This design comes from an exercise in tuning for small area, a short achievable clock period and few clock cycles per item on the open sky130 flow, not from production work. In this exercise RTL edits were held to simulation tests only and were not proved equivalent to the original. Power figures rest on the tool's default switching activity, not on a simulated workload.

## flow/design.v

```verilog
module rbc #(
    parameter integer N_RX        = 32,
    parameter integer N_TX        = 32,
    parameter [7:0]   ESC_CHAR    = 8'h1B,
    parameter [7:0]   CANCEL_CHAR = 8'h18
) (
    input  wire        clk,
    input  wire        rst,
    input  wire        f_cmd_valid,
    input  wire [15:0] f_cmd,
    output wire        f_cmd_ready,
    output reg         f_rsp_valid,
    output reg  [15:0] f_rsp,
    input  wire        a_enter,
    input  wire        a_leave,
    output reg         a_active,
    input  wire        a_cmd_valid,
    input  wire [15:0] a_cmd,
    output wire        a_cmd_ready,
    output reg         a_rsp_valid,
    output reg  [15:0] a_rsp,
    input  wire        rx_valid,
    input  wire [7:0]  rx_byte,
    output wire        rx_ready,
    output wire        tx_valid,
    output wire [7:0]  tx_byte,
    input  wire        tx_ready,
    output reg         cancel_pulse,
    output wire        cancel_pend
);
    localparam integer W_RX = (N_RX <= 2) ? 1 : $clog2(N_RX);
    localparam integer W_TX = (N_TX <= 2) ? 1 : $clog2(N_TX);
    localparam [7:0] CR = 8'h0D;
    localparam [7:0] LF = 8'h0A;
    localparam [3:0] OP_NOP = 4'h0, OP_RD = 4'h1, OP_WR = 4'h2, OP_RXPOP = 4'h3,
                     OP_TXPUSH = 4'h4, OP_RXEMPTY = 4'h5, OP_TXFULL = 4'h6,
                     OP_FSTEP = 4'h7, OP_CTLR = 4'h8, OP_CTLS = 4'h9, OP_CTLC = 4'hA,
                     OP_STAT = 4'hB, OP_CACK = 4'hC, OP_PTRR = 4'hD;
    reg [7:0]      rx_mem [0:N_RX-1];
    reg [7:0]      tx_mem [0:N_TX-1];
    reg [W_RX-1:0] rx_head, rx_tail;
    reg [W_TX-1:0] tx_head, tx_tail;
    reg escf;
    reg cpend;
    reg rxie, txie, crlf, imask;
    reg        busy;
    reg        cur_a;        
    reg [15:0] cmd;
    reg [3:0]  upc;
    reg [7:0]  c_reg;        
    reg        lf_reg;       
    reg [7:0]  t_reg;        
    reg        sm;           
    wire [7:0] ctrl = {4'b0000, imask, crlf, txie, rxie};
    function [W_RX-1:0] inc_rx(input [W_RX-1:0] p);
        inc_rx = (p == N_RX - 1) ? {W_RX{1'b0}} : p + 1'b1;
    endfunction
    function [W_TX-1:0] inc_tx(input [W_TX-1:0] p);
        inc_tx = (p == N_TX - 1) ? {W_TX{1'b0}} : p + 1'b1;
    endfunction
    wire rx_empty = (rx_head == rx_tail);
    wire rx_full  = (inc_rx(rx_head) == rx_tail);
    wire tx_empty = (tx_head == tx_tail);
    wire tx_full  = (inc_tx(tx_head) == tx_tail);
    wire [3:0] op = cmd[15:12];
    wire [7:0] d  = cmd[7:0];
    reg        illegal;
    always @(*) begin
        case (op)
            OP_NOP, OP_RD, OP_RXPOP, OP_RXEMPTY, OP_TXFULL,
            OP_CTLR, OP_STAT, OP_CACK:   illegal = (cmd[11:8] != 4'h0) || (d != 8'h00);
            OP_WR, OP_TXPUSH, OP_FSTEP,
            OP_CTLS, OP_CTLC:            illegal = (cmd[11:8] != 4'h0);
            OP_PTRR:                     illegal = (cmd[11:8] != 4'h0) || (d[7:3] != 5'd0);
            default:                     illegal = 1'b1;
        endcase
    end
    assign f_cmd_ready = !busy && !a_active;
    assign a_cmd_ready = !busy &&  a_active;
    wire   f_accept    = f_cmd_valid && f_cmd_ready;
    wire   a_accept    = a_cmd_valid && a_cmd_ready;
    wire   a_open      = a_enter && !a_active && !imask && !busy && !f_cmd_valid;
    wire   a_close     = a_leave &&  a_active && !busy && !a_cmd_valid;
    wire   wire_ok     = !a_active && !imask && !busy;
    assign rx_ready    = wire_ok && rxie;
    assign tx_valid    = wire_ok && txie && !tx_empty;
    assign tx_byte     = tx_mem[tx_tail];
    wire   rxp_step    = rx_valid && rx_ready;
    wire   txc_step    = tx_valid && tx_ready;
    assign cancel_pend = cpend;
    wire [7:0] filt_in     = (op == OP_WR) ? c_reg : d;
    wire       filt_cancel = escf && (filt_in == CANCEL_CHAR);
    wire       filt_none   = !escf && (filt_in == ESC_CHAR);
    wire       filt_lit    = !filt_cancel && !filt_none;
    wire       filt_escf   = !escf && (filt_in == ESC_CHAR);
    function [7:0] gray8(input [7:0] b);
        gray8 = b ^ (b >> 1);
    endfunction
    reg [7:0] ptr_val;
    always @(*) begin
        case (d[1:0])
            2'd0: ptr_val = {{(8-W_TX){1'b0}}, tx_head};
            2'd1: ptr_val = {{(8-W_TX){1'b0}}, tx_tail};
            2'd2: ptr_val = {{(8-W_RX){1'b0}}, rx_tail};
            default: ptr_val = {{(8-W_RX){1'b0}}, rx_head};
        endcase
        if (d[2]) ptr_val = gray8(ptr_val);
    end
    wire [7:0] status = {4'b0000, cpend, escf, !tx_full, !rx_empty};
    reg        respond;
    reg [15:0] rsp_word;
    always @(posedge clk) begin
        if (rst) begin
            rx_head <= 0; rx_tail <= 0;
            tx_head <= 0; tx_tail <= 0;
            escf <= 1'b0; cpend <= 1'b0;
            rxie <= 1'b0; txie <= 1'b0; crlf <= 1'b1; imask <= 1'b0;
            busy <= 1'b0; cur_a <= 1'b0; cmd <= 16'h0000; upc <= 4'd0;
            c_reg <= 8'h00; lf_reg <= 1'b0; t_reg <= 8'h00; sm <= 1'b0;
            a_active <= 1'b0;
            f_rsp_valid <= 1'b0; f_rsp <= 16'h0000;
            a_rsp_valid <= 1'b0; a_rsp <= 16'h0000;
            cancel_pulse <= 1'b0;
        end else begin
            f_rsp_valid  <= 1'b0;
            a_rsp_valid  <= 1'b0;
            cancel_pulse <= 1'b0;
            respond       = 1'b0;
            rsp_word      = 16'h0000;
            if (a_open)  a_active <= 1'b1;
            if (a_close) a_active <= 1'b0;
            if (rxp_step) begin
                rxie <= 1'b1;
                if (!rx_full) begin
                    rx_mem[rx_head] <= rx_byte;
                    rx_head <= inc_rx(rx_head);
                end
            end
            if (txc_step) begin
                txie <= 1'b1;
                tx_tail <= inc_tx(tx_tail);
            end
            if (f_accept || a_accept) begin
                busy  <= 1'b1;
                cur_a <= a_accept;
                cmd   <= a_accept ? a_cmd : f_cmd;
                upc   <= 4'd0;
            end
            if (busy) begin
                if (illegal) begin
                    respond = 1'b1; rsp_word = 16'h0200;
                end else begin
                    case (op)
                    OP_NOP: begin
                        respond = 1'b1; rsp_word = 16'h0000;
                    end
                    OP_RD: begin
                        case (upc)
                        4'd0: begin                          
                            if (!cur_a) begin sm <= imask; imask <= 1'b1; end
                            upc <= 4'd1;
                        end
                        4'd1: upc <= rx_empty ? 4'd5 : 4'd2;  
                        4'd2: begin t_reg <= rx_mem[rx_tail]; upc <= 4'd3; end  
                        4'd3: begin rx_tail <= inc_rx(rx_tail); upc <= 4'd4; end  
                        4'd4: begin                          
                            if (!cur_a) imask <= sm;
                            respond = 1'b1; rsp_word = {8'h01, t_reg};
                        end
                        default: begin                       
                            if (!cur_a) imask <= sm;
                            respond = 1'b1; rsp_word = 16'h0000;
                        end
                        endcase
                    end
                    OP_RXPOP: begin
                        case (upc)
                        4'd0: begin                          
                            if (rx_empty) begin respond = 1'b1; rsp_word = 16'h0000; end
                            else upc <= 4'd1;
                        end
                        4'd1: begin t_reg <= rx_mem[rx_tail]; upc <= 4'd2; end  
                        default: begin                       
                            rx_tail <= inc_rx(rx_tail);
                            respond = 1'b1; rsp_word = {8'h01, t_reg};
                        end
                        endcase
                    end
                    OP_TXPUSH: begin
                        case (upc)
                        4'd0: begin                          
                            if (tx_full) begin respond = 1'b1; rsp_word = 16'h0000; end
                            else upc <= 4'd1;
                        end
                        4'd1: begin tx_mem[tx_head] <= d; upc <= 4'd2; end  
                        default: begin                       
                            tx_head <= inc_tx(tx_head);
                            respond = 1'b1; rsp_word = 16'h0100;
                        end
                        endcase
                    end
                    OP_WR: begin
                        case (upc)
                        4'd0: begin                          
                            if (d == LF && crlf) begin c_reg <= CR; lf_reg <= 1'b1; end
                            else begin c_reg <= d; lf_reg <= 1'b0; end
                            upc <= 4'd1;
                        end
                        4'd1: begin                          
                            escf <= filt_escf;
                            if (filt_cancel) begin cpend <= 1'b1; cancel_pulse <= 1'b1; end
                            upc <= filt_lit ? 4'd2 : 4'd9;
                        end
                        4'd2: begin                          
                            if (!cur_a) begin sm <= imask; imask <= 1'b1; end
                            upc <= 4'd3;
                        end
                        4'd3: upc <= tx_full ? 4'd7 : 4'd4;  
                        4'd4: begin tx_mem[tx_head] <= c_reg; upc <= 4'd5; end  
                        4'd5: begin tx_head <= inc_tx(tx_head); upc <= 4'd6; end  
                        4'd6: begin                          
                            if (!cur_a) imask <= sm;
                            upc <= 4'd8;
                        end
                        4'd7: begin                          
                            if (!cur_a) imask <= sm;
                            upc <= 4'd9;
                        end
                        4'd8: begin txie <= 1'b1; upc <= 4'd9; end  
                        default: begin                       
                            if (lf_reg) begin c_reg <= LF; lf_reg <= 1'b0; upc <= 4'd1; end
                            else begin respond = 1'b1; rsp_word = 16'h0000; end
                        end
                        endcase
                    end
                    OP_RXEMPTY: begin
                        respond = 1'b1; rsp_word = rx_empty ? 16'h0100 : 16'h0000;
                    end
                    OP_TXFULL: begin
                        respond = 1'b1; rsp_word = tx_full ? 16'h0100 : 16'h0000;
                    end
                    OP_FSTEP: begin
                        escf <= filt_escf;
                        if (filt_cancel) begin cpend <= 1'b1; cancel_pulse <= 1'b1; end
                        respond = 1'b1;
                        rsp_word = filt_cancel ? 16'h0400 : filt_none ? 16'h0000 : {8'h01, d};
                    end
                    OP_CTLR: begin
                        respond = 1'b1; rsp_word = {8'h01, ctrl};
                    end
                    OP_CTLS: begin
                        {imask, crlf, txie, rxie} <= ctrl[3:0] | d[3:0];
                        respond = 1'b1; rsp_word = {8'h01, ctrl};
                    end
                    OP_CTLC: begin
                        {imask, crlf, txie, rxie} <= ctrl[3:0] & ~d[3:0];
                        respond = 1'b1; rsp_word = {8'h01, ctrl};
                    end
                    OP_STAT: begin
                        respond = 1'b1; rsp_word = {8'h01, status};
                    end
                    OP_CACK: begin
                        cpend <= 1'b0;
                        respond = 1'b1; rsp_word = cpend ? 16'h0100 : 16'h0000;
                    end
                    default: begin                           
                        respond = 1'b1; rsp_word = {8'h01, ptr_val};
                    end
                    endcase
                end
                if (respond) begin
                    busy <= 1'b0;
                    if (cur_a) begin a_rsp_valid <= 1'b1; a_rsp <= rsp_word; end
                    else       begin f_rsp_valid <= 1'b1; f_rsp <= rsp_word; end
                end
            end
        end
    end
endmodule
```

## flow/run.sh

```bash
#!/bin/bash
# synth_recipe.tcl (not shown) runs the flow's synth.tcl, then flattens the netlist and writes it again
# the make line also repeats each setting of config.mk as NAME=value (left out here)
make -C /OpenROAD-flow-scripts/flow DESIGN_CONFIG=/design/flow/config.mk WORK_HOME=/design/flow/orfs CLKGATE_MAP_FILE= SYNTH_SCRIPT=/design/flow/synth_recipe.tcl finish
```

## flow/config.mk

```make
export PLATFORM = sky130hd
export DESIGN_NAME = rbc
export DESIGN_NICKNAME = rbc
export VERILOG_FILES = /design/flow/design.v
export SDC_FILE = /design/flow/constraint.sdc
export NUM_CORES = 4
export LEC_CHECK = 0
export CAP_MARGIN = 20
export CORE_MARGIN = 2
export CORE_UTILIZATION = 40
export PLACE_DENSITY = 0.6
export SLEW_MARGIN = 20
```

## flow/constraint.sdc

```tcl
create_clock -name core_clock -period 8.0 [get_ports {clk}]
set_input_delay 1.6000 -clock core_clock [delete_from_list [all_inputs] [get_ports {clk}]]
set_output_delay 1.6000 -clock core_clock [all_outputs]
set_load 0.01 [all_outputs]
```

==> run summary <==
[routing by layer]
layer / routed length, um / vias up / GRT usage [%]
met3: 3160 / 87 / 2.62
met2: 29900 / 409 / 30.1
met1: 25700 / 7568 / 24.8
met5: 0 / - / 0
li1: - / 6424 / -
met4: 1250 / 0 / 4.74
[through the flow]
stage | hold slack, ns | utilization (%) | power, mW
final | 0.467 | 45.8 | 6.57
after floorplan | 0.443 | - | 3.72
after CTS | 0.469 | 45.9 | 6.63
after detailed placement | 0.461 | 42.8 | 3.83
after global placement | 0.451 | 42.8 | 3.82
after global routing | 0.493 | 45.8 | 6.77
[final cells by class]
type | instances | area share (%)
repair buffers | 102 | 3.20
clock inverters | 26 | 0.867
flip-flops and latches | 614 | 59.2
multi-input cells | 847 | 27.1
clock buffers | 90 | 5.86
inverters | 11 | 0.140
well taps | 855 | 3.63
[cell families (layout without fill, tap and decap cells)]
group / Yosys count / in the layout
fa+ha+maj: 14 / 14
simple gates: 405 / 405
mux: 211 / 211
compound gates: 184 / 184
other cells: 1 / 10
xor+xnor: 23 / 23
buf+inv: 127 / 229
flops: 614 / 614
[final timing paths]
path / startpoint / end / slack [ns]
worst max-delay path: register / tx_byte[6] / 2.42
worst min-delay path: a_rsp[4] / a_rsp[4] / 0.47
worst max register to register: cmd[12] / tx_mem[5][7] / 3.57
worst min register to register: a_rsp[4] / a_rsp[4] / 0.47
[layout by cell type, fill, tap and decap left out, types with 12 or more instances in the layout]
cell type / count
buf_4: 15
a21oi_1: 46
nand2_1: 67
clkdlybuf4s50_1: 77
clkbuf_16: 61
nand3_1: 63
nor2b_1: 15
nor3_1: 27
edfxtp_1: 512
dfxtp_1: 97
xor2_1: 12
a311oi_1: 19
mux2i_1: 26
ha_1: 14
mux4_2: 165
clkbuf_1: 20
nor2_1: 121
and3_1: 45
a211oi_1: 14
o21ai_0: 40
mux2_2: 12
[power groups by stage]
stage	sequential, mW	combinational, mW	clock (mW)
final	3.52	0.235	2.81
after global placement	3.59	0.230	0
after floorplan	3.57	0.145	0
after global routing	3.52	0.260	2.99
after detailed placement	3.59	0.235	0
after CTS	3.52	0.236	2.87
[worst max-delay path, stage by stage, from the launching register on]
cell	delay [ns]
dfxtp_4	0.77
buf_4	0.64
mux4_2	0.58
mux4_2	0.52
mux2_2	0.31
clkdlybuf4s50_1	0.49
==> results by group <==
Status
  • Status: timing/DRC/antenna clean

Place
  • Placed Cells incl. Taps: 2428
  • Global placement routability congestion: 0.859
  • Area post-placement: 0.0275 mm^2
  • Worst slack, placed: 2.97 ns
  • Port Buffers: 86
  • Detailed placement HPWL: 38100 um

Power and ir drop
  • Leakage power total: 9.23 nW
  • Clock power frac: 42.8%
  • Worst VDD drop: 0.191 mV
  • Combinational fraction of design power: 3.6%
  • Power per Cell Area: 223 mW/mm^2
  • Sw power: 1.38 mW
  • Seq pwr share: 53.6%
  • Internal: 5.18 mW
  • Sw frac: 21.1%

Die
  • I/O pin count: 97
  • Core area: 0.0642 mm^2
  • DIE AREA: 0.0667 mm^2
  • Initial Util: 40.3%
  • FP Rows: 93
  • Die X: 258 um
  • Die height: 258 um

Routing
  • WL final: 60000 um
  • DRT antenna net count: 0
  • # DRC: 0
  • DR vias/cell: 5.69
  • Drt first pass iters: 5
  • Routed WL per cell: 23.6 um
  • Vias after detailed routing: 14500
  • Iter 0 DRT Violations: 1105

Layout
  • Antenna Diode Count: 0
  • Reg area: 0.0174 mm^2
  • Area Growth Syn to Fin: 13.8%
  • Area of the multi-input gates: 0.00798 mm^2
  • Non-Filler Instances: 2545
  • Layout cell share with drive strength beyond 1: 19.3%
  • Largest regs: rx_mem: 256 flops, tx_mem: 256 flops, cmd: 16 flops
  • Filler instances: 5513
  • Final #Nets: 1699
  • Final instance area: 0.0294 mm^2

Synthesis
  • Combinational family with the most area after synthesis: multiplexers
  • Synth top area share: 59.4%
  • Mux share of post-synthesis cell area: 16.3%
  • Synth area leaders: edfxtp_1 59%, mux4_2 14%, dfxtp_1 7.9%
  • Most used DFF post-synth: edfxtp_1
  • Post-synthesis compound-gate area fraction: 5.00%
  • Simple-Gate Fraction of Synth Area: 7.87%
  • Syn Area/Cell: 16.4 um^2
  • Synth cell count leaders: 512 x edfxtp_1, 165 x mux4_2, 126 x nor2_1
  • Sequential-to-total area share from yosys stat: 67.3%
  • Leading area contributor after synthesis: edfxtp_1
  • Post-synth EDFFs: 512
  • Post-Syn Instances: 1579
  • Adder-Cell Fraction of Synth Area: 0.677%
  • Post-Synth XOR/XNOR Area: 0.779%
  • Warnings from Yosys: 1
  • Netlist cell types: 79
  • Post-Syn Area: 0.0259 mm^2
  • Most common cell in the synthesized netlist: edfxtp_1
  • Ys async rst share: 0%
  • Register bit total from synthesis: 614

Clock tree
  • CTS tree: yes
  • CTS hold repair buffers: 0
  • Root buffer cell: clkbuf_16
  • Post-CTS Resized: 0
  • Clock Tree Buf Depth: 3
  • Setup Fix Bufs, Post-CTS: 0
  • Clock sinks: 614
  • Clock buffer count from CTS: 61
  • Skew-Pair Late Insertion Delay: 0.63 ns
  • H-tree depth: 2
  • Clock slew at reported path FFs: 0.06 ns

Timing
  • Tmin final: 5.58 ns
  • Slew Limit Fails: 0
  • Fin worst setup slack: 2.42 ns
  • FMAX: 0.179 GHz
  • Fin. Hold Viols: 0
  • Final setup fails: 0
  • Setup TNS Final: 0 ns
  • Headroom to the max-slew limit: 23.8%
  • Clock Skews: 0.0314 ns
  • Worst slew pin tran: 1.14 ns
  • Period utilisation layout: 69.8%
  • RSZ-0062 raised after global routing: false

GRT
  • Overflow after GRT: 0
  • First-pass GRT wire length: 90900 um
  • All-Layer GR Usage: 18.0%
  • Largest net degree at the start of global routing: 65
  • Vias in the first global route: 14400
  • Initial antenna violation count: 0

Setup path
  • Crit Path Class: register to output pin
  • Setup crit start kind: register
  • Critical path arrival: 3.98 ns
  • Crit-path max FO: 33
  • Critical path required time: 6.40 ns
  • R2R depth: 7
  • CP endpoint kind: output pin

Min path
  • HP Class: register to register
  • Worst Hold Depth: 2

Flow run
  • Max Cap Viol: 0
Testbench counts, summed over its fixed seeds: cycles 254,469, commands 38,712.

-- separate check: timing with driven ports --
How much do the figures lean on ideal ports? The routed layout below was timed once more, with nothing changed but the port constraints. Step 1: set_driving_cell puts a clkbuf_16 on clk and a buf_2 on each other input, an assumption about the parent block. Step 2 adds t to the input delays and takes it off the output delays; t is the mean of the earliest and latest rising clock arrival at the registers after step 1. Input paths then give back, and output paths get back, about the clock's delay inside the block. Slacks: no drivers / after step 1 / after step 2; pairs: no drivers / after step 1.
t (ns): 0.673
setup WS [ns]: 2.418 / 2.363 / 3.036
worst hold slack (ns): 0.467 / 0.467 / 0.467
slew at the worst register clock pin (ns): 0.07 / 0.07
After both steps setup and hold are still met in this run. The setup slack of this run moves by -0.055 ns with the drivers and by +0.618 ns with both steps.
